From an optimization exercise on the open Yosys and OpenROAD flow, aimed at small area, a short achievable clock period and few clock cycles per item; shortcuts taken in it are not production practice. Where RTL was checked, it was by simulation tests only, not by an equivalence proof against the original. For run 1, only the layout was checked, not whether the RTL still works.

## flow/design.v (module list and top-level ports; edited modules follow where they fit)
// module aes_sbox: 254 lines
// module aes_fwd_tmap: 23 lines
// module aes_inv_sbox: 244 lines
// module aes_inv_tmap: 27 lines
// module sbox_inv16: 9 lines
// module sbox_inv16_b0: 10 lines
// module sbox_inv16_b1: 10 lines
// module sbox_inv16_b2: 10 lines
// module sbox_inv16_b3: 10 lines
// module sb_xor2: 1 lines
// module sb_xnor2: 1 lines
// module sb_nand2: 1 lines
// module sb_nandn: 1 lines
// module sb_nor2: 1 lines
// module sb_inv: 1 lines
// module aes_inv_mix_col: 437 lines
// module cbc_aes_dec: 203 lines
module cbc_aes_dec (
    input  wire         clk,
    input  wire         rst,         
    input  wire         key_load,    
    input  wire [127:0] key_in,
    input  wire         iv_load,     
    input  wire [127:0] iv_in,
    input  wire         blk_valid,   
    input  wire [127:0] blk_in,
    output reg          ready,
    output reg          out_valid,   
    output reg  [127:0] out_data
);
  // ...
==> flow/flow/run.sh <==
#!/bin/bash
# The standard layout (the standard.sh, unchanged synthesis), with
#  - the port buffers made with the smallest buffer cell (every port still gets one).
export SETUP_SLACK_MARGIN=6.8
export BUFFER_PORTS_ARGS="-buffer_cell sky130_fd_sc_hd__buf_1"
bash standard.sh > standard.log 2>&1
==> flow/standard.sh <==
#!/bin/bash
# synth_recipe.tcl (not shown) runs the flow's synth.tcl, then flattens the netlist and writes it again
# the make line also repeats each setting of config.mk as NAME=value (left out here)
make -C /OpenROAD-flow-scripts/flow DESIGN_CONFIG=/design/flow/config.mk WORK_HOME=/design/flow/orfs CLKGATE_MAP_FILE= SYNTH_SCRIPT=/design/flow/synth_recipe.tcl "${@:-finish}"
==> flow/config.mk <==
export PLATFORM = sky130hd
export DESIGN_NAME = cbc_aes_dec
export DESIGN_NICKNAME = cbc_aes_dec
export VERILOG_FILES = /design/flow/design.v
export SDC_FILE = /design/flow/constraint.sdc
export NUM_CORES = 8
export LEC_CHECK = 0
export CAP_MARGIN = 20
export CORE_MARGIN = 2
export CORE_UTILIZATION = 70
export CTS_CLUSTER_DIAMETER = 80
export CTS_CLUSTER_SIZE = 24
export PLACE_DENSITY = 0.8
export SLEW_MARGIN = 20
export SYNTH_HIERARCHICAL = 1
==> flow/constraint.sdc <==
create_clock -name core_clock -period 10.0 [get_ports {clk}]
set_input_delay 2.0000 -clock core_clock [delete_from_list [all_inputs] [get_ports {clk}]]
set_output_delay 2.0000 -clock core_clock [all_outputs]
set_load 0.01 [all_outputs]
==> impl_results.rst, run 1 <==
.. list-table::
   :header-rows: 1

   * - Metric
     - Value
   * - Number of hold violations in the final report
     - 0
   * - M3 GR Usage
     - 0.204
   * - Worst path cell trace
     - xor2_4 > nand2b_1 > xor2_1 > xor2_2 > buf_4 > and4bb_1 > a211oi_4 > buf_4 > nand2_1 > xor2_1 > xor2_2
   * - Path class of the lowest-slack min-delay path
     - reg2reg
   * - Routed wire length per instance
     - 31.1 um
   * - Met1 Usage GRT
     - 0.625
   * - Number of DRC violations after detailed-routing iteration 0
     - ~12000
   * - Top library cells by usage in the layout, fill and taps aside
     - sky130_fd_sc_hd__xor2_1, sky130_fd_sc_hd__nand2_1, sky130_fd_sc_hd__dfxtp_1
   * - Remaining max-slew budget at the tightest pin
     - 0.278
   * - Placed Cells incl. Taps
     - a little over 10000
   * - Result of the run
     - timing/DRC/antenna clean
   * - Crit path launch
     - st0[99]
   * - Vias
     - 69309
   * - Total cell area at the placement stage
     - roughly 0.082 mm^2
   * - Worst-margin pin slew
     - between 1 and 1.5 ns
   * - Post-synthesis net count
     - between 8000 and 9000
   * - Critical path endpoint
     - st1[6]
   * - Final standard cell utilization of the core
     - 0.827
   * - Number of gates resized after CTS
     - approximately 480
   * - Most common cell after layout, fill and taps aside
     - sky130_fd_sc_hd__xor2_1
   * - Top class by area
     - multi-input combinational cells
==> module cbc_aes_dec, before the edit <==
module cbc_aes_dec (
    input  wire         clk,
    input  wire         rst,         
    input  wire         key_load,    
    input  wire [127:0] key_in,
    input  wire         iv_load,     
    input  wire [127:0] iv_in,
    input  wire         blk_valid,   
    input  wire [127:0] blk_in,
    output reg          ready,
    output reg          out_valid,   
    output reg  [127:0] out_data
);
    localparam [1:0] S_RUN   = 2'd0,   
                     S_KCHK  = 2'd1,   
                     S_DRAIN = 2'd2,   
                     S_EXP   = 2'd3;   
    reg [1:0]   fsm;
    reg         kvalid;   
    reg [127:0] dk;       
    reg [31:0]  dkt;      
    reg [3:0]   estep;    
    reg         ephase;   
    reg [127:0] civ;      
    reg         ent;      
    reg         a0;       
    reg [3:0]   r0;
    reg [127:0] st0;      
    reg [127:0] k0;       
    reg         kok0;
    reg [31:0]  u0;       
    reg [127:0] iv0;      
    reg         a1;
    reg [3:0]   r1;
    reg [127:0] st1;
    reg [127:0] k1;       
    reg         kok1;
    reg [31:0]  t1;       
    reg [127:0] iv1;
    wire take     = ready && !rst;
    wire take_key = take && key_load;
    wire take_iv  = take && !key_load && iv_load;
    wire take_blk = take && !key_load && !iv_load && blk_valid;
    wire [127:0] isr;
    wire [127:0] isb;
    genvar r, c;
    generate
        for (c = 0; c < 4; c = c + 1) begin : g_col
            for (r = 0; r < 4; r = r + 1) begin : g_row
                assign isr[127 - 8*(r + 4*c) -: 8] = st0[127 - 8*(r + 4*((c + 4 - r) % 4)) -: 8];
                aes_inv_sbox u_sbox (
                    .t(isr[127 - 8*(r + 4*c) -: 8]),
                    .y(isb[127 - 8*(r + 4*c) -: 8])
                );
            end
        end
    endgenerate
    wire [31:0] sw_out;
    aes_sbox u_ks_sbox0 (.t(u0[23:16]), .y(sw_out[31:24]));
    aes_sbox u_ks_sbox1 (.t(u0[15:8]),  .y(sw_out[23:16]));
    aes_sbox u_ks_sbox2 (.t(u0[7:0]),   .y(sw_out[15:8]));
    aes_sbox u_ks_sbox3 (.t(u0[31:24]), .y(sw_out[7:0]));
    wire [127:0] ark = st1 ^ k1;
    wire [127:0] imc;     
    generate
        for (c = 0; c < 4; c = c + 1) begin : g_mix
            aes_inv_mix_col u_mix (
                .col_in (ark[127 - 32*c -: 32]),
                .col_out(imc[127 - 32*c -: 32])
            );
        end
    endgenerate
    function [7:0] rcon_of(input [3:0] i);
        rcon_of = {i == 4'd8, i == 4'd7, i == 4'd6 || i == 4'd10,
                   i == 4'd5 || i == 4'd9 || i == 4'd10, i == 4'd4 || i == 4'd9,
                   i == 4'd3 || i == 4'd10, i == 4'd2 || i == 4'd9 || i == 4'd10,
                   i == 4'd1 || i == 4'd9};
    endfunction
    wire [31:0] q0 = k1[127:96], q1 = k1[95:64], q2 = k1[63:32], q3 = k1[31:0];
    wire [127:0] k1_prev = {q0 ^ {rcon_of(r1), 24'h000000} ^ t1, q1 ^ q0, q2 ^ q1, q3 ^ q2};
    wire [31:0]  u1_prev = q3 ^ q1;      
    wire [31:0] d0 = dk[127:96], d1 = dk[95:64], d2 = dk[63:32], d3 = dk[31:0];
    wire [127:0] dk_prev = {d0 ^ 32'h36000000 ^ dkt, d1 ^ d0, d2 ^ d1, d3 ^ d2};
    wire [31:0]  udk     = d3 ^ d1;
    wire [31:0] s0 = d0 ^ {rcon_of(estep), 24'h000000};
    wire [31:0] s1 = s0 ^ d1;
    wire [31:0] s2 = s1 ^ d2;
    wire [31:0] s3 = s2 ^ d3;
    wire [31:0] e0 = s0 ^ t1;
    wire [31:0] e1 = s1 ^ t1;
    wire [31:0] e2 = s2 ^ t1;
    wire [31:0] e3 = s3 ^ t1;
    wire [127:0] blk_x = blk_in ^ dk;
    wire [127:0] blk_t;
    generate
        for (c = 0; c < 16; c = c + 1) begin : g_in
            aes_inv_tmap u_tmap (.a(blk_x[8*c +: 8]), .t(blk_t[8*c +: 8]));
        end
    endgenerate
    wire [31:0] u0_x = (fsm == S_DRAIN && !a0 && !a1) ? d3 :
                       (fsm == S_EXP)   ? (ephase ? e3 : d3) :
                       ent              ? udk : u1_prev;
    wire [31:0] u0_t;
    generate
        for (c = 0; c < 4; c = c + 1) begin : g_u
            aes_fwd_tmap u_tmap (.a(u0_x[8*c +: 8]), .t(u0_t[8*c +: 8]));
        end
    endgenerate
    always @(posedge clk) begin
        st1 <= isb;
        k1  <= k0;
        t1  <= sw_out;
        iv1 <= iv0;
        if (ent) begin
            st0 <= take_key ? key_in : blk_t;
            k0  <= take_blk ? dk_prev : k1;
            iv0 <= civ;
        end else begin
            st0 <= imc;
            k0  <= k1_prev;
            iv0 <= iv1;
        end
        u0 <= u0_t;
        out_data <= ark ^ iv1;
        if (fsm == S_KCHK && !match)
            dk <= st0;           
        else if (fsm == S_EXP && ephase)
            dk <= {e0, e1, e2, e3};
        if (fsm == S_EXP && ephase && estep == 4'd10)
            dkt <= t1;
    end
    reg  [1:0] fsm_n;
    reg        kvalid_n;
    wire       match = kvalid && kok0 && (st0 == k0);
    always @(*) begin
        fsm_n    = fsm;
        kvalid_n = kvalid;
        case (fsm)
            S_RUN: begin
                if (take_key)
                    fsm_n = S_KCHK;
            end
            S_KCHK: begin
                if (!match) begin
                    kvalid_n = 1'b0;
                    fsm_n    = S_DRAIN;
                end else begin
                    fsm_n = S_RUN;
                end
            end
            S_DRAIN: begin
                if (!a0 && !a1)
                    fsm_n = S_EXP;
            end
            S_EXP: begin
                if (ephase && estep == 4'd10) begin
                    kvalid_n = 1'b1;
                    fsm_n    = S_RUN;
                end
            end
            default: fsm_n = S_RUN;
        endcase
    end
    wire free1_n = !a0 || (r0 == 4'd0);
    always @(posedge clk) begin
        if (rst) begin
            fsm       <= S_RUN;
            kvalid    <= 1'b0;
            ready     <= 1'b1;
            ent       <= 1'b1;
            a0        <= 1'b0;
            a1        <= 1'b0;
            kok0      <= 1'b0;
            kok1      <= 1'b0;
            out_valid <= 1'b0;
            civ       <= 128'd0;
        end else begin
            fsm       <= fsm_n;
            kvalid    <= kvalid_n;
            ready     <= (fsm_n == S_RUN) && free1_n;
            ent       <= free1_n;
            a1        <= a0;
            r1        <= r0;
            kok1      <= kok0 && !(fsm == S_KCHK && !match);
            kok0      <= (take_blk || kok1) && !(fsm == S_KCHK && !match);
            a0        <= take_blk || (a1 && (r1 != 4'd0));
            r0        <= take_blk ? 4'd9 : r1 - 4'd1;
            out_valid <= a1 && (r1 == 4'd0);
            if (take_iv)
                civ <= iv_in;
            else if (take_blk)
                civ <= blk_in;
            if (fsm == S_DRAIN) begin
                estep  <= 4'd1;
                ephase <= 1'b0;
            end else begin
                ephase <= !ephase;
                if (ephase)
                    estep <= estep + 4'd1;
            end
        end
    end
endmodule
==> inputs of run 2 (changes only) <==
--- a/flow/design.v
+++ b/flow/design.v
@@ -1059,6 +1059,7 @@
     reg         kvalid;   
     reg [127:0] dk;       
     reg [31:0]  dkt;      
+    reg         dkload;   
     reg [3:0]   estep;    
     reg         ephase;   
     reg [127:0] civ;      
@@ -1152,9 +1153,9 @@
         t1  <= sw_out;
         iv1 <= iv0;
         if (ent) begin
-            st0 <= take_key ? key_in : blk_t;
+            st0 <= blk_t;
             k0  <= take_blk ? dk_prev : k1;
-            iv0 <= civ;
+            iv0 <= take_key ? key_in : civ;
         end else begin
             st0 <= imc;
             k0  <= k1_prev;
@@ -1162,8 +1163,8 @@
         end
         u0 <= u0_t;
         out_data <= ark ^ iv1;
-        if (fsm == S_KCHK && !match)
-            dk <= st0;           
+        if (dkload)
+            dk <= iv1;           
         else if (fsm == S_EXP && ephase)
             dk <= {e0, e1, e2, e3};
         if (fsm == S_EXP && ephase && estep == 4'd10)
@@ -1171,7 +1172,7 @@
     end
     reg  [1:0] fsm_n;
     reg        kvalid_n;
-    wire       match = kvalid && kok0 && (st0 == k0);
+    wire       match = kvalid && kok0 && (iv0 == k0);
     always @(*) begin
         fsm_n    = fsm;
         kvalid_n = kvalid;
@@ -1189,7 +1190,7 @@
                 end
             end
             S_DRAIN: begin
-                if (!a0 && !a1)
+                if (!a0 && !a1 && !dkload)
                     fsm_n = S_EXP;
             end
             S_EXP: begin
@@ -1212,6 +1213,7 @@
             a1        <= 1'b0;
             kok0      <= 1'b0;
             kok1      <= 1'b0;
+            dkload    <= 1'b0;
             out_valid <= 1'b0;
             civ       <= 128'd0;
         end else begin
@@ -1221,6 +1223,7 @@
             ent       <= free1_n;
             a1        <= a0;
             r1        <= r0;
+            dkload    <= (fsm == S_KCHK) && !match;
             kok1      <= kok0 && !(fsm == S_KCHK && !match);
             kok0      <= (take_blk || kok1) && !(fsm == S_KCHK && !match);
             a0        <= take_blk || (a1 && (r1 != 4'd0));
--- a/flow/config.mk
+++ b/flow/config.mk
@@ -7,9 +7,9 @@
 export LEC_CHECK = 0
 export CAP_MARGIN = 20
 export CORE_MARGIN = 2
-export CORE_UTILIZATION = 70
+export CORE_UTILIZATION = 55
 export CTS_CLUSTER_DIAMETER = 80
 export CTS_CLUSTER_SIZE = 24
-export PLACE_DENSITY = 0.8
+export PLACE_DENSITY = 0.7
 export SLEW_MARGIN = 20
 export SYNTH_HIERARCHICAL = 1
==> run 2 against run 1 <==
Effect of this change:
- still clean
- utilization fell by 19 points
- cell area fell by 1.3%
- critical path depth fell by 10
==> impl_results.rst, run 2 <==
.. list-table::
   :header-rows: 1

   * - Metric
     - Value
   * - Result of the run
     - timing/DRC/antenna clean
   * - Cell at the root of the clock tree
     - sky130_fd_sc_hd__clkbuf_16
   * - Largest fanout on the critical path
     - 2
   * - Share of the clock period used by the worst path after layout
     - 0.328
   * - Die area
     - about 0.15 mm^2
   * - Source-to-sink clock delay at the later pin of the worst-skew pair
     - 0.74 ns
   * - Gp weighted congestion
     - around 1.1
   * - Worst clock skew
     - 0.0458 ns
   * - Cell variety after synth
     - 76
   * - Type of element launching the critical path
     - register
   * - Worst R2R Path Depth
     - 10
   * - Top Ports
     - just over 500
   * - Starting density of the core
     - 0.554
   * - Setup TNS Final
     - 0 ns
   * - Kind of end point of the critical path
     - output pin
   * - Most common cell after layout, fill and taps aside
     - sky130_fd_sc_hd__xor2_1
   * - Antenna violations before repair
     - 13
   * - Ys flop type
     - sky130_fd_sc_hd__dfxtp_1
   * - Vias
     - 63636 (-8.2%)
   * - Fin. max-slew vios
     - 0
   * - Path class of the lowest-slack min-delay path
     - reg2reg
   * - Cells after synthesis
     - 8430
   * - Worst path arrival time
     - 1.28 ns
   * - Area of the core
     - around 0.14 mm^2
   * - Portion of the post-synthesis area used by sequential elements
     - 0.347
   * - Number of global-route vias before repair
     - 60153
   * - Die span in y
     - around 380 um
   * - Vias per cell
     - a little under 6
   * - Setup repair after global routing missed its margin
     - yes
   * - Delay contributed by the slowest stage of the critical path
     - about 0.43 ns
   * - Critical path endpoint
     - ready
   * - Share of the synthesized area in the top cell type
     - 0.360
   * - CTS tree
     - built
   * - Maximum frequency from static timing analysis
     - 305 MHz
   * - Count of port buffers added during placement
     - between 500 and 600
   * - # rows
     - between 100 and 150
   * - First-pass iteration count of the detailed router
     - 10
   * - Worst path cell trace
     - buf_6
   * - Hold Buf Count CTS
     - 0
   * - Most numerous cell in the Yosys netlist
     - sky130_fd_sc_hd__xor2_1
   * - Final antenna-violating net count
     - 0
   * - Clock buffer count from CTS
     - 82
   * - Wirelength, routed
     - 305000 um
   * - Async set-reset flop share out of synthesis
     - 0
   * - Commonest cells post-synth
     - sky130_fd_sc_hd__xor2_1, sky130_fd_sc_hd__dfxtp_1, sky130_fd_sc_hd__nand2_1, sky130_fd_sc_hd__nor2_1, sky130_fd_sc_hd__xnor2_1
   * - Detailed-route DRC error count
     - 0
   * - Maximum root-to-sink buffer count
     - 3
   * - Post-synthesis net count
     - 8827 (+0.85%)
   * - Syn avg cell area
     - 9.29 um^2
   * - Reg-to-reg critical path startpoint
     - dk[86]
   * - Data required, critical path
     - 8.00 ns
   * - Number of hold violations in the final report
     - 0 (unchanged)
   * - Worst-path clk slew
     - 0.10 ns
   * - Routed wire length per instance
     - 27.7 um (-11%)
   * - Maximum number of pins on one net before global-route repair
     - 170
   * - Global routing usage summed across all routing layers
     - 0.398
   * - Top library cells by usage in the layout, fill and taps aside
     - sky130_fd_sc_hd__xor2_1, sky130_fd_sc_hd__nand2_1, sky130_fd_sc_hd__dfxtp_1
   * - Remaining max-slew budget at the tightest pin
     - 0.265 (-0.0130)
   * - Synthesis-to-finish area growth
     - 15.6%
   * - Shortest clock period the worst path allows after layout
     - 3.28 ns
   * - Setup Crit Path Kind
     - reg2out
   * - Mapped cell area
     - about 0.08 mm^2
   * - Yosys top cell by area
     - sky130_fd_sc_hd__xor2_1
   * - Count of clock tree sinks
     - roughly 1300
   * - Worst path depth
     - 1
   * - Biggest area contributors in the synthesized netlist
     - sky130_fd_sc_hd__xor2_1, sky130_fd_sc_hd__dfxtp_1, sky130_fd_sc_hd__edfxtp_1
   * - Post-DP HPWL
     - 231000 um
   * - First-pass GRT wire length
     - around 420000 um
   * - Final setup viols
     - 0
   * - Post-placement worst setup slack
     - between 4 and 5 ns
   * - Number of DRC violations after detailed-routing iteration 0
     - 7695 (-37%)
   * - Share of final-layout standard cells stronger than drive strength 1
     - 0.127
   * - Number of enable flip-flop cells after synthesis
     - between 150 and 200
   * - Crit path launch
     - ready
   * - X dimension of the die
     - between 300 and 400 um
   * - Yosys warning count
     - 7
   * - Cell type of the slowest stage on the worst timing path
     - sky130_fd_sc_hd__dfxtp_4
   * - Final global-route overflow total
     - 0
   * - # nets final
     - 9446
   * - Max_cap viols
     - 0
   * - Worst path bufs/invs
     - 1
   * - Minimum setup slack in the final design
     - 6.72 ns
   * - Reg-to-reg critical path endpoint
     - u0[22]
   * - CTS H-tree depth
     - 3
   * - Filler cell count
     - about 12000
   * - #FFs+latches synth
     - 1272
   * - Gate family responsible for the most delay along the worst path
     - flip-flops
   * - Worst-margin pin slew
     - 1.10 ns (+0.0194 ns)
   * - Setup slack of the most critical reg-to-reg path
     - 6.73 ns
==> run 2: cell count changes in the layout (fill, tap and decap cells not counted), sizes merged, moves of 30 or more <==
cell,before,now
o22a,30,0
o211ai,160,111
buf,899,806
nand2,962,1096
a31oi,4,59
o22ai,41,4
mux2,206,140
a32oi,30,0
o21ai,169,224
xor2,3053,3228
nor2,410,484
xnor2,563,405
==> run 2: cell families (layout without fill, tap and decap cells) <==
kind of cell             Yosys count  count (layout)  synth area share
XOR/XNOR                        3635            3638             0.408
AND/OR/NAND/NOR                 1990            1993             0.112
flip-flops                      1272            1272             0.347
AO/OA/AOI/OAI                    867             867            0.0733
buffers and inverters            388            1065            0.0205
multiplexers                     270             270            0.0368
adder cells (fa/ha/maj)            8               8           0.00128
other                              0               1                 0
==> run 2: worst min path at each step <==
stage,cells after the start,slack [ns],start,to
after floorplan,0,0.33,iv0[116],iv1[116]
after global placement,0,0.35,k0[49],k1[49]
after detailed placement,0,0.35,k0[20],k1[20]
after CTS,0,0.34,k0[16],k1[16]
after global routing,0,0.33,k0[16],k1[16]
final,0,0.33,k0[16],k1[16]
==> run 2: modules after synthesis, one instance, submodules excluded, a selection <==
module / cells inside / copies in the design
sb_xor2: 1 / 2560
sb_nor2: 1 / 80
sb_inv: 1 / 16
cbc_aes_dec: 4350 / 1
sbox_inv16_b2: 5 / 20
sbox_inv16_b1: 5 / 20
aes_inv_tmap: 1 / 16
sbox_inv16_b0: 4 / 20
sb_nandn: 1 / 140
sbox_inv16_b3: 6 / 20
sb_nand2: 1 / 740
sb_xnor2: 1 / 128
==> run 2: through the flow <==
step,instances,util,cell area (um^2),hold slack (ns)
after global routing,11003,0.640,90500,0.332
after detailed placement,10686,0.585,82700,0.354
after CTS,10907,0.626,88600,0.337
after global placement,10686,0.584,82600,0.348
after floorplan,8430,-,78400,0.331
final,11004,0.640,90500,0.332
==> run 2: cell type report <==
cell class	count	area [um^2]	share of cell area
Clock buffer	101	2220	0.0245
Antenna cell	1	2.50	0.0000276
Timing Repair Buffer	815	5140	0.0567
Tap cell	1890	2360	0.0261
Clock inverter	47	632	0.00698
Sequential cell	1272	27400	0.302
Multi-Input combinational cell	6776	52400	0.579
Inverter	102	383	0.00423
==> run 2: timing repair <==
item / 4_1_cts / 5_1_grt
pin swaps: 34 / 71
endpoints found under the setup margin: 852 / 495
gates resized for setup: 499 / 190
setup buffers: 67 / 88
gates cloned: 6 / 8
endpoints found under the hold margin: 0 / 0
==> run 2: metal layers <==
layer	global-route usage	vias to the layer above	routed length, um
li1	-	28444	-
met3	0.0781	695	30700
met5	0	-	61
met4	0.237	10	21400
met1	0.524	31000	120000
met2	0.604	3487	132000
Testbench counts of run 2, summed over its fixed seeds: cycles 25,069, blocks 2,457.
==> inputs of run 3 (changes only) <==
--- a/flow/config.mk
+++ b/flow/config.mk
@@ -7,7 +7,7 @@
 export LEC_CHECK = 0
 export CAP_MARGIN = 20
 export CORE_MARGIN = 2
-export CORE_UTILIZATION = 55
+export CORE_UTILIZATION = 60
 export CTS_CLUSTER_DIAMETER = 80
 export CTS_CLUSTER_SIZE = 24
 export PLACE_DENSITY = 0.7
==> run 3 against run 2 <==
Effect of this change:
- clock skew is 0.0029 ns lower
- register-to-register slack worse by 0.04 ns
- die area is 8.2% lower
- first-iteration DRC count is 5.7% higher
- cell area is 0.66% lower
- largest cell class unchanged
- global-route usage is 3.2 points higher
- hold slack better by 0.018 ns
- critical endpoint is now st0[12]
- still clean
==> impl_results.rst, run 3 <==
.. list-table::
   :header-rows: 1

   * - Metric
     - Value
   * - Mapped cell area
     - 0.0783 mm^2 (unchanged)
   * - Cell variety after synth
     - 76 (unchanged)
   * - Most numerous cell in the Yosys netlist
     - sky130_fd_sc_hd__xor2_1
   * - Final global-route overflow total
     - 0 (unchanged)
   * - Synthesis-to-finish area growth
     - 14.9%
   * - Gp weighted congestion
     - 1.04 (-1.4%)
   * - Post-DP HPWL
     - 228000 um (-1.3%)
   * - Number of global-route vias before repair
     - 59194 (-1.6%)
   * - Wirelength, routed
     - 298000 um (-2.5%)
   * - Worst path cell trace
     - xor2_1 > xor2_4 > xor2_2 > xor2_1 > xor2_1 > xnor2_1 > mux2_2
   * - Critical path endpoint
     - st0[12]
   * - Final standard cell utilization of the core
     - 0.695 (+0.0544)
   * - Minimum setup slack in the final design
     - 6.69 ns (-0.0256 ns)
   * - Remaining max-slew budget at the tightest pin
     - 0.297 (+0.0317)
   * - Non-filler instance count after layout
     - 10805 (-1.8%)
   * - Final antenna-violating net count
     - 0 (unchanged)
   * - #FFs+latches synth
     - 1272 (unchanged)
   * - Post-synthesis net count
     - 8827 (unchanged)
   * - Detailed-route DRC error count
     - 0 (unchanged)
   * - Crit path launch
     - k1[24]
   * - Worst hold slack after final layout
     - 0.350 ns (+0.0185 ns)
   * - Worst path depth
     - 7 (+6)
   * - Maximum root-to-sink buffer count
     - 3 (unchanged)
   * - Max_cap viols
     - 0 (unchanged)
   * - M2 GR Usage
     - 0.651 (+0.0467)
   * - Post-placement worst setup slack
     - 4.89 ns (+0.548 ns)
   * - Routed wire length per instance
     - 27.5 um (-0.69%)
   * - Setup slack of the most critical reg-to-reg path
     - 6.69 ns (-0.04 ns)
   * - Yosys warning count
     - 7 (unchanged)
   * - Cell type of the slowest stage on the worst timing path
     - sky130_fd_sc_hd__dfxtp_1
   * - Portion of the post-synthesis area used by sequential elements
     - 0.347 (unchanged)
   * - M3 GR Usage
     - 0.0819 (+0.00376)
   * - Count of port buffers added during placement
     - 518 (unchanged)
   * - Setup TNS Final
     - 0 ns (unchanged)
   * - Most common cell after layout, fill and taps aside
     - sky130_fd_sc_hd__xor2_1
   * - Setup repair after global routing missed its margin
     - yes
   * - Global routing usage summed across all routing layers
     - 0.429 (+0.0316)
   * - Worst path arrival time
     - 3.97 ns (+2.69 ns)
   * - # rows
     - 132 (-4.3%)
   * - Top library cells by usage in the layout, fill and taps aside
     - sky130_fd_sc_hd__xor2_1, sky130_fd_sc_hd__nand2_1, sky130_fd_sc_hd__dfxtp_1
   * - Library cell appearing most often on the critical path
     - sky130_fd_sc_hd__xor2_1
   * - Type of element launching the critical path
     - register
   * - Commonest cells post-synth
     - sky130_fd_sc_hd__xor2_1, sky130_fd_sc_hd__dfxtp_1, sky130_fd_sc_hd__nand2_1, sky130_fd_sc_hd__nor2_1, sky130_fd_sc_hd__xnor2_1
   * - Filler cell count
     - 10386 (-13%)
   * - Met1 Usage GRT
     - 0.566 (+0.0422)
   * - Share of the synthesized area in the top cell type
     - 0.360 (unchanged)
   * - Final setup viols
     - 0 (unchanged)
   * - Die span in y
     - 365 um (-4.2%)
   * - Data required, critical path
     - 10.66 ns (+2.66 ns)
   * - Worst R2R Path Depth
     - 7 (-3)
   * - Final std cell area, no fill
     - 0.0899 mm^2 (-0.66%)
   * - Die area
     - 0.133 mm^2 (-8.2%)
   * - Largest fanout on the critical path
     - 4 (+2)
   * - Kind of end point of the critical path
     - register
   * - Starting density of the core
     - 0.605 (+0.0510)
   * - Gate family responsible for the most delay along the worst path
     - XOR/XNOR gates
   * - Path class of the lowest-slack min-delay path
     - reg2reg
   * - Count of clock tree sinks
     - 1272 (unchanged)
   * - Setup Crit Path Kind
     - reg2reg
   * - Top Ports
     - 519 (unchanged)
   * - Result of the run
     - timing/DRC/antenna clean
   * - Fin. max-slew vios
     - 0 (unchanged)
   * - CTS tree
     - built
   * - X dimension of the die
     - 365 um (-4.2%)
   * - Ys flop type
     - sky130_fd_sc_hd__dfxtp_1
   * - Number of hold violations in the final report
     - 0 (unchanged)
   * - # nets final
     - 9395 (-0.54%)
   * - Worst-path clk slew
     - 0.10 ns (about the same)
   * - Placed Cells incl. Taps
     - 10532 (-1.4%)
   * - Cell at the root of the clock tree
     - sky130_fd_sc_hd__clkbuf_16
   * - Delay contributed by the slowest stage of the critical path
     - 0.63 ns (+0.20 ns)
   * - Maximum number of pins on one net before global-route repair
     - 158 (-7.1%)
   * - Highest-utilization routing layer at the global route stage
     - met2
   * - Biggest area contributors in the synthesized netlist
     - sky130_fd_sc_hd__xor2_1, sky130_fd_sc_hd__dfxtp_1, sky130_fd_sc_hd__edfxtp_1
   * - Worst clock skew
     - 0.0429 ns (-0.00287 ns)
   * - Reg-to-reg critical path startpoint
     - k1[24]
   * - Clock buffer count from CTS
     - 77 (-6.1%)
   * - CTS H-tree depth
     - 3 (unchanged)
   * - First-pass GRT wire length
     - 414000 um (-2.3%)
   * - Share of final-layout standard cells stronger than drive strength 1
     - 0.122 (-0.00501)
   * - Share of the clock period used by the worst path after layout
     - 0.331 (+0.00256)
   * - First-pass iteration count of the detailed router
     - 12 (+2)
   * - Vias per cell
     - 5.88 (+1.7%)
   * - Cells after synthesis
     - 8430 (unchanged)
   * - Worst path bufs/invs
     - 0 (-1)
   * - Maximum frequency from static timing analysis
     - 303 MHz (-0.77%)
   * - Shortest clock period the worst path allows after layout
     - 3.31 ns (+0.0256 ns)
   * - Hold Buf Count CTS
     - 0 (unchanged)
   * - Worst-margin pin slew
     - 1.05 ns (-0.0535 ns)
   * - Vias
     - 63559 (-0.12%)
   * - Reg-to-reg critical path endpoint
     - st0[12]
   * - Async set-reset flop share out of synthesis
     - 0 (unchanged)
   * - Syn avg cell area
     - 9.29 um^2 (unchanged)
   * - Antenna violations before repair
     - 11 (-2)
   * - Number of enable flip-flop cells after synthesis
     - 173 (unchanged)
   * - Source-to-sink clock delay at the later pin of the worst-skew pair
     - 0.74 ns (about the same)
   * - Area of the core
     - 0.129 mm^2 (-8.4%)
   * - Yosys top cell by area
     - sky130_fd_sc_hd__xor2_1
   * - Number of DRC violations after detailed-routing iteration 0
     - 8136 (+5.7%)
   * - Total cell area at the placement stage
     - 0.0824 mm^2 (-0.30%)
==> run 3: how the worst min path moves through the flow <==
stage / startpoint / cells after the start / endpoint
after floorplan: iv0[116] / 0 / iv1[116]
after global placement: iv0[17] / 0 / iv1[17]
after global routing: k0[124] / 0 / k1[124]
after detailed placement: iv0[17] / 0 / iv1[17]
after CTS: k0[39] / 0 / k1[39]
final: k0[39] / 0 / k1[39]
==> run 3: repair_timing <==
item                                    CTS  global route
buffers inserted                         48            71
cloned                                    5             5
resized for setup                       515           180
hold endpoints to repair                  0             0
endpoints found under the setup margin  839           566
pin swaps                                31            60
==> run 3: cells by family after synthesis <==
family | Yosys count | synth area share
AO/OA/AOI/OAI | 867 | 0.0733
XOR/XNOR | 3635 | 0.408
adder cells (fa/ha/maj) | 8 | 0.00128
buffers and inverters | 388 | 0.0205
flip-flops | 1272 | 0.347
multiplexers | 270 | 0.0368
AND/OR/NAND/NOR | 1990 | 0.112
==> run 3: cell type report <==
type                       instances  area [um^2]  area share
multi-input combinational       6777        52500       0.583
sequential                      1272        27400       0.304
timing repair buffer             768         4800      0.0534
clock buffer                     103         2200      0.0245
tap                             1742         2180      0.0242
clock inverter                    39          553     0.00615
inverter                         102          383     0.00426
antenna                            2         5.00   0.0000556
==> run 3: per-module statistics from Yosys (local to each module, per instance), a selection <==
module / times used / area [um^2] / flops+latches / cells
cbc_aes_dec: 1 / 48000 / 1272 / 4350
sb_xnor2: 128 / 8.76 / 0 / 1
aes_inv_tmap: 16 / 7.51 / 0 / 1
sbox_inv16_b1: 20 / 32.5 / 0 / 5
sb_nandn: 140 / 6.26 / 0 / 1
sb_nor2: 80 / 3.75 / 0 / 1
sb_xor2: 2560 / 8.76 / 0 / 1
sbox_inv16_b0: 20 / 27.5 / 0 / 4
sbox_inv16_b2: 20 / 42.5 / 0 / 5
sb_nand2: 740 / 3.75 / 0 / 1
==> run 3: metal layers <==
metal,part of all wire,wire length (um),up-vias
met2,0.43,129000,3607
met1,0.39,116000,30853
met4,0.074,21900,6
li1,-,-,28324
met3,0.10,30600,769
met5,0.00015,45,-
==> inputs of run 4 (changes only) <==
==> flow/flow/run.sh (replaced) <==
#!/bin/bash
# The standard layout (the standard.sh, unchanged synthesis), with
#  - the port buffers made with the smallest buffer cell (every port still gets one).
export SETUP_SLACK_MARGIN=6.75
export BUFFER_PORTS_ARGS="-buffer_cell sky130_fd_sc_hd__buf_1"
bash standard.sh > standard.log 2>&1
--- a/flow/config.mk
+++ b/flow/config.mk
@@ -10,6 +10,7 @@
 export CORE_UTILIZATION = 60
 export CTS_CLUSTER_DIAMETER = 80
 export CTS_CLUSTER_SIZE = 24
+export GPL_ROUTABILITY_DRIVEN = 0
 export PLACE_DENSITY = 0.7
 export SLEW_MARGIN = 20
 export SYNTH_HIERARCHICAL = 1
==> run 4 against run 3 <==
Effect of this change:
- setup slack got worse by 0.062 ns
- still clean
- global-route usage down 1.8 points
- cell area fell by 2.0%
- synthesized cell count did not move
- die area stayed put
- sequential cell count did not move
- hold slack worse by 0.016 ns
- area after synthesis stayed put
==> impl_results.rst, run 4 <==
.. list-table::
   :header-rows: 1

   * - Metric
     - Value
   * - Maximum root-to-sink buffer count
     - 3 (unchanged)
   * - Die area
     - 0.133 mm^2 (unchanged)
   * - Synthesis-to-finish area growth
     - 12.5%
   * - Final setup viols
     - 0 (unchanged)
   * - Top Ports
     - 519 (unchanged)
   * - Area of the core
     - 0.129 mm^2 (unchanged)
   * - Minimum setup slack in the final design
     - 6.63 ns (-0.0624 ns)
   * - Final antenna diode count
     - 0 (-2)
   * - Worst-margin pin slew
     - 1.32 ns (+0.273 ns)
   * - Top library cells by usage in the layout, fill and taps aside
     - sky130_fd_sc_hd__xor2_1, sky130_fd_sc_hd__nand2_1, sky130_fd_sc_hd__dfxtp_1
   * - Source-to-sink clock delay at the later pin of the worst-skew pair
     - 0.75 ns (about the same)
   * - Die span in y
     - 365 um (unchanged)
   * - Starting density of the core
     - 0.605 (unchanged)
   * - Result of the run
     - timing/DRC/antenna clean
   * - Commonest cells post-synth
     - sky130_fd_sc_hd__xor2_1, sky130_fd_sc_hd__dfxtp_1, sky130_fd_sc_hd__nand2_1, sky130_fd_sc_hd__nor2_1, sky130_fd_sc_hd__xnor2_1
   * - Worst path arrival time
     - 4.03 ns (+0.06 ns)
   * - Shortest clock period the worst path allows after layout
     - 3.37 ns (+0.0624 ns)
   * - Share of the synthesized area in the top cell type
     - 0.360 (unchanged)
   * - Antenna violations before repair
     - 17 (+6)
   * - Hold Buf Count CTS
     - 0 (unchanged)
   * - Mapped cell area
     - 0.0783 mm^2 (unchanged)
   * - # nets final
     - 9359 (-0.38%)
   * - Number of hold violations in the final report
     - 0 (unchanged)
   * - CTS H-tree depth
     - 3 (unchanged)
   * - Worst hold slack after final layout
     - 0.334 ns (-0.0163 ns)
   * - Wirelength, routed
     - 286000 um (-3.8%)
   * - Routed wire length per instance
     - 26.6 um (-3.4%)
   * - Share of final-layout standard cells stronger than drive strength 1
     - 0.0950 (-0.0273)
   * - Vias per cell
     - 5.94 (+0.98%)
   * - # rows
     - 132 (unchanged)
   * - Clock buffer count from CTS
     - 76 (-1.3%)
   * - Path class of the lowest-slack min-delay path
     - reg2reg
   * - Remaining max-slew budget at the tightest pin
     - 0.115 (-0.182)
   * - Reg-to-reg critical path startpoint
     - k1[73]
   * - CTS tree
     - built
   * - Setup repair after global routing missed its margin
     - yes
   * - Final antenna-violating net count
     - 0 (unchanged)
   * - Kind of end point of the critical path
     - register
   * - First-pass iteration count of the detailed router
     - 9 (-3)
   * - Filler cell count
     - 10437 (+0.49%)
   * - Cell at the root of the clock tree
     - sky130_fd_sc_hd__clkbuf_16
   * - Post-synthesis net count
     - 8827 (unchanged)
   * - Syn avg cell area
     - 9.29 um^2 (unchanged)
   * - Biggest area contributors in the synthesized netlist
     - sky130_fd_sc_hd__xor2_1, sky130_fd_sc_hd__dfxtp_1, sky130_fd_sc_hd__edfxtp_1
   * - #FFs+latches synth
     - 1272 (unchanged)
   * - Largest fanout on the critical path
     - 5 (+1)
   * - Setup TNS Final
     - 0 ns (unchanged)
   * - Maximum number of pins on one net before global-route repair
     - 100 (-37%)
   * - Yosys top cell by area
     - sky130_fd_sc_hd__xor2_1
   * - Ys flop type
     - sky130_fd_sc_hd__dfxtp_1
   * - Global routing usage summed across all routing layers
     - 0.412 (-0.0178)
   * - Critical hold path startpoint
     - k0[80]
   * - Number of DRC violations after detailed-routing iteration 0
     - 8866 (+9.0%)
   * - Most common cell after layout, fill and taps aside
     - sky130_fd_sc_hd__xor2_1
   * - Worst clock skew
     - 0.0491 ns (+0.00619 ns)
   * - Number of global-route vias before repair
     - 59504 (+0.52%)
   * - Post-DP HPWL
     - 216000 um (-5.1%)
   * - X dimension of the die
     - 365 um (unchanged)
   * - Count of port buffers added during placement
     - 518 (unchanged)
   * - Portion of the post-synthesis area used by sequential elements
     - 0.347 (unchanged)
   * - First-pass GRT wire length
     - 401000 um (-3.0%)
   * - Crit path launch
     - k1[73]
   * - Cells after synthesis
     - 8430 (unchanged)
   * - Vias
     - 63918 (+0.56%)
   * - Number of enable flip-flop cells after synthesis
     - 173 (unchanged)
   * - Detailed-route DRC error count
     - 0 (unchanged)
   * - Yosys warning count
     - 7 (unchanged)
   * - Cell variety after synth
     - 76 (unchanged)
   * - Share of the clock period used by the worst path after layout
     - 0.337 (+0.00624)
   * - Maximum frequency from static timing analysis
     - 297 MHz (-1.9%)
   * - Data required, critical path
     - 10.66 ns (about the same)
   * - Async set-reset flop share out of synthesis
     - 0 (unchanged)
   * - Max_cap viols
     - 0 (unchanged)
   * - Fin. max-slew vios
     - 0 (unchanged)
   * - Setup Crit Path Kind
     - reg2reg
   * - Type of element launching the critical path
     - register
   * - Most numerous cell in the Yosys netlist
     - sky130_fd_sc_hd__xor2_1
   * - Count of clock tree sinks
     - 1272 (unchanged)
   * - Worst-path clk slew
     - 0.09 ns (about the same)
   * - Post-placement worst setup slack
     - 4.93 ns (+0.0359 ns)
   * - Final global-route overflow total
     - 0 (unchanged)
-- run 4: cell counts after synthesis --
Identical to the previous run, type by type.
-- run 4: layout make-up --
class / instances / area [um^2] / area share
Tap cell: 1742 / 2180 / 0.0247
Multi-Input combinational cell: 6778 / 51900 / 0.589
Inverter: 102 / 383 / 0.00435
Timing Repair Buffer: 732 / 3830 / 0.0434
Sequential cell: 1272 / 27300 / 0.310
Clock inverter: 33 / 445 / 0.00506
Clock buffer: 102 / 2070 / 0.0235
-- run 4: final timing paths --
check / to / slack (ns) / depth (start not counted)
worst min-delay path: k1[80] / 0.33 / 0
worst max register to register: st0[71] / 6.63 / 7
worst max-delay path: st0[71] / 6.63 / 7
worst min register to register: k1[80] / 0.33 / 0
-- run 4: metrics by stage --
stage / instances / instance area [um^2] / util
after floorplan: 8430 / 78300 / -
after global placement: 10517 / 82100 / 0.634
after detailed placement: 10517 / 82100 / 0.634
after global routing: 10761 / 88100 / 0.680
final: 10761 / 88100 / 0.680
after CTS: 10699 / 86700 / 0.669
-- run 4: Yosys stat by module, one instance, submodules excluded, a selection --
module         flip-flops and latches  times used
aes_inv_tmap                        0          16
sbox_inv16_b0                       0          20
sb_xnor2                            0         128
cbc_aes_dec                      1272           1
sbox_inv16_b1                       0          20
sbox_inv16_b3                       0          20
sb_nandn                            0         140
sbox_inv16_b2                       0          20
sb_nor2                             0          80
sb_nand2                            0         740
sb_inv                              0          16
sb_xor2                             0        2560
-- run 4: per-layer routing --
layer	vias to the layer above	part of all wire	GRT usage
met5	-	0.00051	0.00472
met4	14	0.086	0.286
met3	950	0.12	0.108
met2	4052	0.42	0.601
met1	30621	0.37	0.529
li1	28281	-	-
-- run 4: critical path: stages, from the launching register on --
cell	delay, ns
sky130_fd_sc_hd__dfxtp_1	0.70
sky130_fd_sc_hd__xor2_2	0.53
sky130_fd_sc_hd__xor2_2	0.39
sky130_fd_sc_hd__xor2_1	0.43
sky130_fd_sc_hd__xor2_1	0.21
sky130_fd_sc_hd__xor2_1	0.27
sky130_fd_sc_hd__xor2_1	0.47
sky130_fd_sc_hd__mux2_2	0.25
-- run 4: cell families (layout without fill, tap and decap cells) --
logic type               count (synthesis)  in the layout  share of synthesized area
AO/OA/AOI/OAI                          867            867                     0.0733
buffers and inverters                  388            969                     0.0205
adder cells (fa/ha/maj)                  8              8                    0.00128
XOR/XNOR                              3635           3639                      0.408
flip-flops                            1272           1272                      0.347
multiplexers                           270            270                     0.0368
AND/OR/NAND/NOR                       1990           1994                      0.112
-- run 4: repair_timing --
action / CTS / global route
buffers inserted: 40 / 59
gates resized for setup: 237 / 178
pin swaps: 25 / 49
gates cloned: 7 / 3
setup endpoints to repair: 636 / 400
==> inputs of run 5 (changes only) <==
==> flow/flow/run.sh (replaced) <==
#!/bin/bash
# The standard layout (the standard.sh, unchanged synthesis), with
#  - the port buffers made with the smallest buffer cell (every port still gets one).
export SETUP_SLACK_MARGIN=6.8
export BUFFER_PORTS_ARGS="-buffer_cell sky130_fd_sc_hd__buf_1"
bash standard.sh > standard.log 2>&1
==> run 5 against run 4 <==
Effect of this change:
- count of clock-buffer cells in the layout down 4
- cell area grew 1.5%
- via count is 0.16% higher
- routed wire length increased by 0.40%
- critical path depth unchanged
- non-clock buffer count increased by 22
- largest cell class unchanged
- highest routed layer unchanged
==> impl_results.rst, run 5 <==
.. list-table::
   :header-rows: 1

   * - Metric
     - Value
   * - First-pass GRT wire length
     - 400000 um (-0.28%)
   * - Library cell appearing most often on the critical path
     - sky130_fd_sc_hd__xor2_1
   * - Worst path arrival time
     - 3.92 ns (-0.11 ns)
   * - Final antenna-violating net count
     - 0 (unchanged)
   * - Antenna violations before repair
     - 16 (-1)
   * - Starting density of the core
     - 0.605 (unchanged)
   * - X dimension of the die
     - 365 um (unchanged)
   * - Cells after synthesis
     - 8430 (unchanged)
   * - Total cell area at the placement stage
     - 0.0823 mm^2 (+0.16%)
   * - Setup Crit Path Kind
     - reg2reg
   * - Final std cell area, no fill
     - 0.0895 mm^2 (+1.5%)
   * - Ys flop type
     - sky130_fd_sc_hd__dfxtp_1
   * - Vias per cell
     - 5.93 (about the same)
   * - Count of port buffers added during placement
     - 518 (unchanged)
   * - Routed wire length per instance
     - 26.6 um (+0.15%)
   * - Most numerous cell in the Yosys netlist
     - sky130_fd_sc_hd__xor2_1
   * - Yosys top cell by area
     - sky130_fd_sc_hd__xor2_1
   * - Clock buffer count from CTS
     - 76 (unchanged)
   * - Filler cell count
     - 10176 (-2.5%)
   * - Number of hold violations in the final report
     - 0 (unchanged)
   * - Maximum frequency from static timing analysis
     - 303 MHz (+2.1%)
   * - Largest fanout on the critical path
     - 4 (-1)
   * - Path class of the lowest-slack min-delay path
     - reg2reg
   * - Biggest area contributors in the synthesized netlist
     - sky130_fd_sc_hd__xor2_1, sky130_fd_sc_hd__dfxtp_1, sky130_fd_sc_hd__edfxtp_1
   * - Detailed-route DRC error count
     - 0 (unchanged)
   * - Top library cells by usage in the layout, fill and taps aside
     - sky130_fd_sc_hd__xor2_1, sky130_fd_sc_hd__nand2_1, sky130_fd_sc_hd__dfxtp_1
   * - Post-placement worst setup slack
     - 4.95 ns (+0.0234 ns)
   * - Worst-path clk slew
     - 0.10 ns (about the same)
   * - Shortest clock period the worst path allows after layout
     - 3.30 ns (-0.0704 ns)
   * - Number of DRC violations after detailed-routing iteration 0
     - 8956 (+1.0%)
   * - Final global-route overflow total
     - 0 (unchanged)
   * - Data required, critical path
     - 10.62 ns (-0.04 ns)
   * - Multi-input combinational cell area
     - 0.0523 mm^2 (+0.76%)
   * - Vias
     - 64023 (+0.16%)
   * - Number of global-route vias before repair
     - 59656 (+0.26%)
   * - Share of final-layout standard cells stronger than drive strength 1
     - 0.119 (+0.0239)
   * - Wirelength, routed
     - 287000 um (+0.40%)
   * - Cell type of the slowest stage on the worst timing path
     - sky130_fd_sc_hd__dfxtp_1
   * - Commonest cells post-synth
     - sky130_fd_sc_hd__xor2_1, sky130_fd_sc_hd__dfxtp_1, sky130_fd_sc_hd__nand2_1, sky130_fd_sc_hd__nor2_1, sky130_fd_sc_hd__xnor2_1
   * - Max_cap viols
     - 0 (unchanged)
   * - Worst clock skew
     - 0.0527 ns (+0.00366 ns)
   * - Delay contributed by the slowest stage of the critical path
     - 0.67 ns (-0.03 ns)
   * - Kind of end point of the critical path
     - register
   * - Top Ports
     - 519 (unchanged)
   * - Fin. max-slew vios
     - 0 (unchanged)
   * - Worst path cell trace
     - xor2_2 > xor2_2 > xor2_1 > xor2_1 > xor2_1 > xnor2_1 > mux2_2
   * - Count of clock tree sinks
     - 1272 (unchanged)
   * - Final setup viols
     - 0 (unchanged)
   * - Placed Cells incl. Taps
     - 10514 (-0.029%)
   * - Setup TNS Final
     - 0 ns (unchanged)
   * - Cell variety after synth
     - 76 (unchanged)
   * - Result of the run
     - timing/DRC/antenna clean
   * - Maximum number of pins on one net before global-route repair
     - 97 (-3.0%)
   * - Die span in y
     - 365 um (unchanged)
   * - Maximum root-to-sink buffer count
     - 3 (unchanged)
   * - # nets final
     - 9378 (+0.20%)
   * - Number of enable flip-flop cells after synthesis
     - 173 (unchanged)
   * - Post-DP HPWL
     - 215000 um (-0.67%)
   * - Hold Buf Count CTS
     - 0 (unchanged)
   * - Synthesis-to-finish area growth
     - 14.3%
   * - CTS tree
     - built
   * - Global routing usage summed across all routing layers
     - 0.410 (-0.00120)
   * - Share of the synthesized area in the top cell type
     - 0.360 (unchanged)
   * - Remaining max-slew budget at the tightest pin
     - 0.212 (+0.0976)
   * - Source-to-sink clock delay at the later pin of the worst-skew pair
     - 0.76 ns (about the same)
   * - Yosys warning count
     - 7 (unchanged)
   * - Type of element launching the critical path
     - register
   * - Die area
     - 0.133 mm^2 (unchanged)
   * - Setup slack of the most critical reg-to-reg path
     - 6.70 ns (+0.07 ns)
   * - Non-filler instance count after layout
     - 10788 (+0.25%)
   * - Worst-margin pin slew
     - 1.18 ns (-0.141 ns)
   * - Minimum setup slack in the final design
     - 6.70 ns (+0.0704 ns)
   * - #FFs+latches synth
     - 1272 (unchanged)
   * - Syn avg cell area
     - 9.29 um^2 (unchanged)
   * - Most common cell after layout, fill and taps aside
     - sky130_fd_sc_hd__xor2_1
   * - Mapped cell area
     - 0.0783 mm^2 (unchanged)
   * - Portion of the post-synthesis area used by sequential elements
     - 0.347 (unchanged)
   * - Post-synthesis net count
     - 8827 (unchanged)
   * - Area of the core
     - 0.129 mm^2 (unchanged)
   * - Async set-reset flop share out of synthesis
     - 0 (unchanged)
   * - Area taken by flip-flops and latches
     - 0.0274 mm^2 (+0.36%)
   * - Share of the clock period used by the worst path after layout
     - 0.330 (-0.00704)
   * - CTS H-tree depth
     - 3 (unchanged)
   * - First-pass iteration count of the detailed router
     - 10 (+1)
   * - Setup repair after global routing missed its margin
     - yes
   * - # rows
     - 132 (unchanged)
   * - Cell at the root of the clock tree
     - sky130_fd_sc_hd__clkbuf_16
-- run 5: cell families (layout without fill, tap and decap cells) --
group                    after synthesis  count (layout)  synth area share
XOR/XNOR                            3635            3636             0.408
AND/OR/NAND/NOR                     1990            1994             0.112
flip-flops                          1272            1272             0.347
AO/OA/AOI/OAI                        867             867            0.0733
buffers and inverters                388             995            0.0205
multiplexers                         270             270            0.0368
adder cells (fa/ha/maj)                8               8           0.00128
other                                  0               4                 0
-- run 5: Yosys stat by module, one instance, submodules excluded, excerpt --
module	copies in the design	cells inside	cell area (um^2)	flops+latches
sb_xor2	2560	1	8.76	0
sbox_inv16_b3	20	6	28.8	0
sb_xnor2	128	1	8.76	0
sb_inv	16	1	3.75	0
sb_nor2	80	1	3.75	0
sbox_inv16_b0	20	4	27.5	0
sb_nandn	140	1	6.26	0
-- run 5: final cells by class --
class	instances	share of cell area
antenna	4	0.000112
clock buffer	98	0.0228
clock inverter	41	0.00548
inverter	102	0.00428
multi-input combinational	6775	0.585
sequential	1272	0.306
tap	1742	0.0244
timing repair buffer	754	0.0523
-- run 5: worst paths after layout --
kind | start | to | depth (start not counted)
max | k1[41] | st0[44] | 7
min | k0[49] | k1[49] | 0
max reg2reg | k1[41] | st0[44] | 7
min reg2reg | k0[49] | k1[49] | 0
-- run 5: repair_timing --
item | in CTS | in global routing
endpoints found under the hold margin | 0 | 0
pin swaps | 32 | 68
endpoints found under the setup margin | 864 | 530
buffers inserted | 44 | 75
cloned | 6 | 6
resized for setup | 441 | 261
-- run 5: per-stage QoR --
| stage | hold WS [ns] | util |
|---|---|---|
| after floorplan | 0.331 | - |
| after global placement | 0.340 | 0.635 |
| after detailed placement | 0.342 | 0.635 |
| after CTS | 0.346 | 0.675 |
| after global routing | 0.357 | 0.691 |
| final | 0.347 | 0.691 |
-- run 5: critical path, delay by kind of cell (launching register included) --
| family | cells | cell delay (ns) |
|---|---|---|
| DFF | 1 | 0.67 |
| muxes | 1 | 0.31 |
| xor gates and xnor gates | 6 | 2.17 |
-- run 5: metal layers --
| layer | up-vias | part of all wire | track usage |
|---|---|---|---|
| li1 | 28286 | - | - |
| met5 | - | 0.00011 | 0 |
| met1 | 30700 | 0.38 | 0.528 |
| met2 | 4126 | 0.41 | 0.595 |
| met3 | 907 | 0.12 | 0.111 |
| met4 | 4 | 0.086 | 0.291 |
==> inputs of run 6 (changes only) <==
--- a/flow/config.mk
+++ b/flow/config.mk
@@ -8,8 +8,8 @@
 export CAP_MARGIN = 20
 export CORE_MARGIN = 2
 export CORE_UTILIZATION = 60
-export CTS_CLUSTER_DIAMETER = 80
-export CTS_CLUSTER_SIZE = 24
+export CTS_CLUSTER_DIAMETER = 70
+export CTS_CLUSTER_SIZE = 20
 export GPL_ROUTABILITY_DRIVEN = 0
 export PLACE_DENSITY = 0.7
 export SLEW_MARGIN = 20
==> run 6 against run 5 <==
Effect of this change:
- via count rose by 0.59%
- cell count rose by 0.35%
- utilization rose by 0.61 points
- clock skew fell by 0.0056 ns
- highest routed layer unchanged
==> impl_results.rst, run 6 <==
.. list-table::
   :header-rows: 1

   * - Metric
     - Value
   * - Result of the run
     - timing/DRC/antenna clean
   * - Shortest clock period the worst path allows after layout
     - 3.32 ns (+0.0231 ns)
   * - Type of element launching the critical path
     - register
   * - Wirelength, routed
     - 288000 um (+0.37%)
   * - Number of global-route vias before repair
     - 60134 (+0.80%)
   * - Number of hold violations in the final report
     - 0 (unchanged)
   * - Simple-Gate Fraction of Synth Area
     - 0.112 (unchanged)
   * - #FFs+latches synth
     - 1272 (unchanged)
   * - Routed wire length per instance
     - 26.6 um (about the same)
   * - Largest family of logic cells by synthesized area
     - XOR/XNOR gates
   * - Post-synthesis net count
     - 8827 (unchanged)
   * - Worst hold slack after final layout
     - 0.349 ns (+0.00186 ns)
   * - Source-to-sink clock delay at the later pin of the worst-skew pair
     - 0.78 ns (+0.02 ns)
   * - Starting density of the core
     - 0.605 (unchanged)
   * - Non-filler instance count after layout
     - 10826 (+0.35%)
   * - Share of the clock period used by the worst path after layout
     - 0.332 (+0.00231)
   * - Cell type of the slowest stage on the worst timing path
     - sky130_fd_sc_hd__dfxtp_4
   * - Critical path endpoint
     - ready
   * - Delay contributed by the slowest stage of the critical path
     - 0.43 ns (-0.24 ns)
   * - Fin. max-slew vios
     - 0 (unchanged)
   * - Worst-path clk slew
     - 0.10 ns (about the same)
   * - Xor/xnor cell area share of the yosys netlist
     - 0.408 (unchanged)
   * - Reg-to-reg critical path startpoint
     - k1[29]
   * - Path class of the lowest-slack min-delay path
     - reg2reg
   * - Share of the synthesized area in the top cell type
     - 0.360 (unchanged)
   * - Die span in y
     - 365 um (unchanged)
   * - Compound-gate portion of the synthesized area
     - 0.0733 (unchanged)
   * - Setup repair after global routing missed its margin
     - yes
   * - Number of DRC violations after detailed-routing iteration 0
     - 9156 (+2.2%)
   * - Multi-input combinational cell area
     - 0.0523 mm^2 (about the same)
   * - Cell variety after synth
     - 76 (unchanged)
   * - Most common cell after layout, fill and taps aside
     - sky130_fd_sc_hd__xor2_1
   * - Count of clock tree sinks
     - 1272 (unchanged)
   * - Cells after synthesis
     - 8430 (unchanged)
   * - Commonest cells post-synth
     - sky130_fd_sc_hd__xor2_1, sky130_fd_sc_hd__dfxtp_1, sky130_fd_sc_hd__nand2_1, sky130_fd_sc_hd__nor2_1, sky130_fd_sc_hd__xnor2_1
   * - First-pass GRT wire length
     - 404000 um (+1.1%)
   * - # rows
     - 132 (unchanged)
   * - # nets final
     - 9398 (+0.21%)
   * - Portion of the post-synthesis area used by sequential elements
     - 0.347 (unchanged)
   * - Placed Cells incl. Taps
     - 10514 (unchanged)
   * - Reg-to-reg critical path endpoint
     - st0[24]
   * - Post-synthesis adder-cell area fraction
     - 0.00128 (unchanged)
   * - Vias per cell
     - 5.95 (+0.23%)
   * - Worst clock skew
     - 0.0471 ns (-0.00559 ns)
   * - Die area
     - 0.133 mm^2 (unchanged)
   * - Ys flop type
     - sky130_fd_sc_hd__dfxtp_1
   * - Setup Crit Path Kind
     - reg2out
   * - Remaining max-slew budget at the tightest pin
     - 0.197 (-0.0156)
   * - Final setup viols
     - 0 (unchanged)
   * - Worst R2R Path Depth
     - 7 (unchanged)
   * - Yosys warning count
     - 7 (unchanged)
   * - Async set-reset flop share out of synthesis
     - 0 (unchanged)
   * - Area taken by flip-flops and latches
     - 0.0274 mm^2 (about the same)
   * - Count of port buffers added during placement
     - 518 (unchanged)
   * - X dimension of the die
     - 365 um (unchanged)
   * - Mapped cell area
     - 0.0783 mm^2 (unchanged)
   * - Detailed-route DRC error count
     - 0 (unchanged)
   * - Maximum root-to-sink buffer count
     - 3 (unchanged)
   * - Worst path arrival time
     - 1.32 ns (-2.60 ns)
   * - Antenna violations before repair
     - 11 (-5)
   * - Worst path cell trace
     - buf_6
   * - Number of enable flip-flop cells after synthesis
     - 173 (unchanged)
   * - Data required, critical path
     - 8.00 ns (-2.62 ns)
   * - Share of final-layout standard cells stronger than drive strength 1
     - 0.123 (+0.00369)
   * - Cell at the root of the clock tree
     - sky130_fd_sc_hd__clkbuf_16
   * - Largest fanout on the critical path
     - 2 (-2)
   * - CTS H-tree depth
     - 3 (unchanged)
   * - Synthesis-to-finish area growth
     - 15.3%
   * - Setup TNS Final
     - 0 ns (unchanged)
   * - Global routing usage summed across all routing layers
     - 0.415 (+0.00458)
   * - Top Ports
     - 519 (unchanged)
   * - Vias
     - 64399 (+0.59%)
   * - Max_cap viols
     - 0 (unchanged)
   * - Crit path launch
     - ready
   * - Post-DP HPWL
     - 215000 um (unchanged)
   * - Gate family responsible for the most delay along the worst path
     - flip-flops
   * - Worst path bufs/invs
     - 1 (+1)
   * - Final antenna-violating net count
     - 0 (unchanged)
   * - Final standard cell utilization of the core
     - 0.697 (+0.00615)
   * - Filler cell count
     - 10104 (-0.71%)
   * - First-pass iteration count of the detailed router
     - 13 (+3)
   * - Biggest area contributors in the synthesized netlist
     - sky130_fd_sc_hd__xor2_1, sky130_fd_sc_hd__dfxtp_1, sky130_fd_sc_hd__edfxtp_1
   * - Clock buffer count from CTS
     - 96 (+26%)
   * - Worst path depth
     - 1 (-6)
   * - Area of the core
     - 0.129 mm^2 (unchanged)
   * - Worst-margin pin slew
     - 1.19 ns (+0.0163 ns)
   * - Most numerous cell in the Yosys netlist
     - sky130_fd_sc_hd__xor2_1
   * - Multiplexer share of the synthesized area
     - 0.0368 (unchanged)
   * - Setup slack of the most critical reg-to-reg path
     - 6.72 ns (+0.02 ns)
   * - Maximum number of pins on one net before global-route repair
     - 97 (unchanged)
   * - Final global-route overflow total
     - 0 (unchanged)
   * - CTS tree
     - built
   * - Top library cells by usage in the layout, fill and taps aside
     - sky130_fd_sc_hd__xor2_1, sky130_fd_sc_hd__nand2_1, sky130_fd_sc_hd__dfxtp_1
   * - Yosys top cell by area
     - sky130_fd_sc_hd__xor2_1
   * - Maximum frequency from static timing analysis
     - 301 MHz (-0.69%)
   * - Kind of end point of the critical path
     - output pin
   * - Syn avg cell area
     - 9.29 um^2 (unchanged)
==> run 6: cell types whose count changed in the layout (fill, tap and decap cells not counted), moves of 6 or more <==
| cell | before | now |
|---|---|---|
| sky130_fd_sc_hd__clkbuf_2 | 6 | 0 |
| sky130_fd_sc_hd__inv_8 | 4 | 11 |
| sky130_fd_sc_hd__clkbuf_16 | 82 | 100 |
| sky130_fd_sc_hd__buf_6 | 78 | 90 |
==> run 6: per-module statistics from Yosys (local to each module, per instance), excerpt <==
module | cell area (um^2) | flops+latches | times used | cells inside
sb_inv | 3.75 | 0 | 16 | 1
aes_inv_tmap | 7.51 | 0 | 16 | 1
cbc_aes_dec | 48000 | 1272 | 1 | 4350
sbox_inv16_b3 | 28.8 | 0 | 20 | 6
sb_nandn | 6.26 | 0 | 140 | 1
sb_xnor2 | 8.76 | 0 | 128 | 1
sb_nor2 | 3.75 | 0 | 80 | 1
sbox_inv16_b0 | 27.5 | 0 | 20 | 4
==> run 6: what timing repair did <==
action / 4_1_cts / 5_1_grt
setup endpoints to repair: 868 / 594
pin swaps: 29 / 72
hold buffers: 0 / 0
gates cloned: 8 / 0
setup buffers: 43 / 80
resized for setup: 487 / 223
==> run 6: cell families (layout without fill, tap and decap cells) <==
kind of cell    Yosys count  after routing
other cells               0              4
xor+xnor               3635           3635
simple gates           1990           1993
flops                  1272           1272
buf+inv                 388           1035
mux                     270            270
compound gates          867            867
fa+ha+maj                 8              8
==> run 6: worst min path at each step <==
stage	end	slack [ns]	start	depth (start not counted)
final	k1[49]	0.35	k0[49]	0
after global placement	iv1[17]	0.34	iv0[17]	0
after detailed placement	k1[33]	0.34	k0[33]	0
after floorplan	iv1[116]	0.33	iv0[116]	0
after CTS	k1[33]	0.36	k0[33]	0
after global routing	k1[84]	0.35	k0[84]	0
==> run 6: area by class of cell <==
type	count	area share
multi-input cells	6773	0.579
flip-flops and latches	1272	0.303
repair buffers	756	0.0529
clock buffers	117	0.0287
well taps	1742	0.0241
clock inverters	60	0.00767
inverters	102	0.00424
diodes	4	0.000111
==> run 6: layer usage <==
| layer | global-route usage | share of wire | up-vias | routed length (um) |
|---|---|---|---|---|
| li1 | - | - | 28368 | - |
| met5 | 0.00472 | 0.00033 | - | 96 |
| met2 | 0.603 | 0.42 | 4143 | 120000 |
| met3 | 0.119 | 0.12 | 1004 | 35200 |
| met4 | 0.294 | 0.086 | 4 | 24800 |
| met1 | 0.528 | 0.37 | 30880 | 108000 |
==> run 6: per-stage QoR <==
stage | setup slack, ns | instance area [um^2]
after global routing | 6.67 | 90300
after global placement | 5.04 | 82200
after floorplan | 6.80 | 78400
after CTS | 6.69 | 88400
final | 6.68 | 90300
after detailed placement | 4.95 | 82300

[static timing again, ports no longer ideal]
In the flow no input, the clock included, has a driving cell. The finished layouts below were timed again as built, in two steps.
Step 1, drivers: a clkbuf_16 drives clk and a buf_2 each remaining input, both assumed.
Step 2 also shifts input and output timing later by t, the mid clock arrival at the registers, as if the neighbouring blocks saw the same clock.
a / b / c = ideal / step 1 / step 2; a / b = the first two.
| run | t, ns | setup WS [ns] | worst setup path after step 2 | worst slew at a driven data input, ns |
|---|---|---|---|---|
| run 1 | 0.784 | 6.382 / 6.382 / 5.952 | input to register | 0.09 |
| run 2 | 0.807 | 6.720 / 6.572 / 5.765 | input to register | 0.27 |
| run 3 | 0.807 | 6.695 / 6.646 / 6.071 | input to register | 0.08 |
| run 4 | 0.807 | 6.632 / 6.632 / 5.938 | input to register | 0.06 |
| run 5 | 0.829 | 6.703 / 6.632 / 6.024 | input to register | 0.06 |
| run 6 | 0.839 | 6.679 / 6.595 / 6.001 | input to register | 0.06 |
After both steps every run listed still meets setup and hold. The setup slack of run 2, which loses most, moves by -0.148 ns with the drivers and by -0.955 ns with both steps.
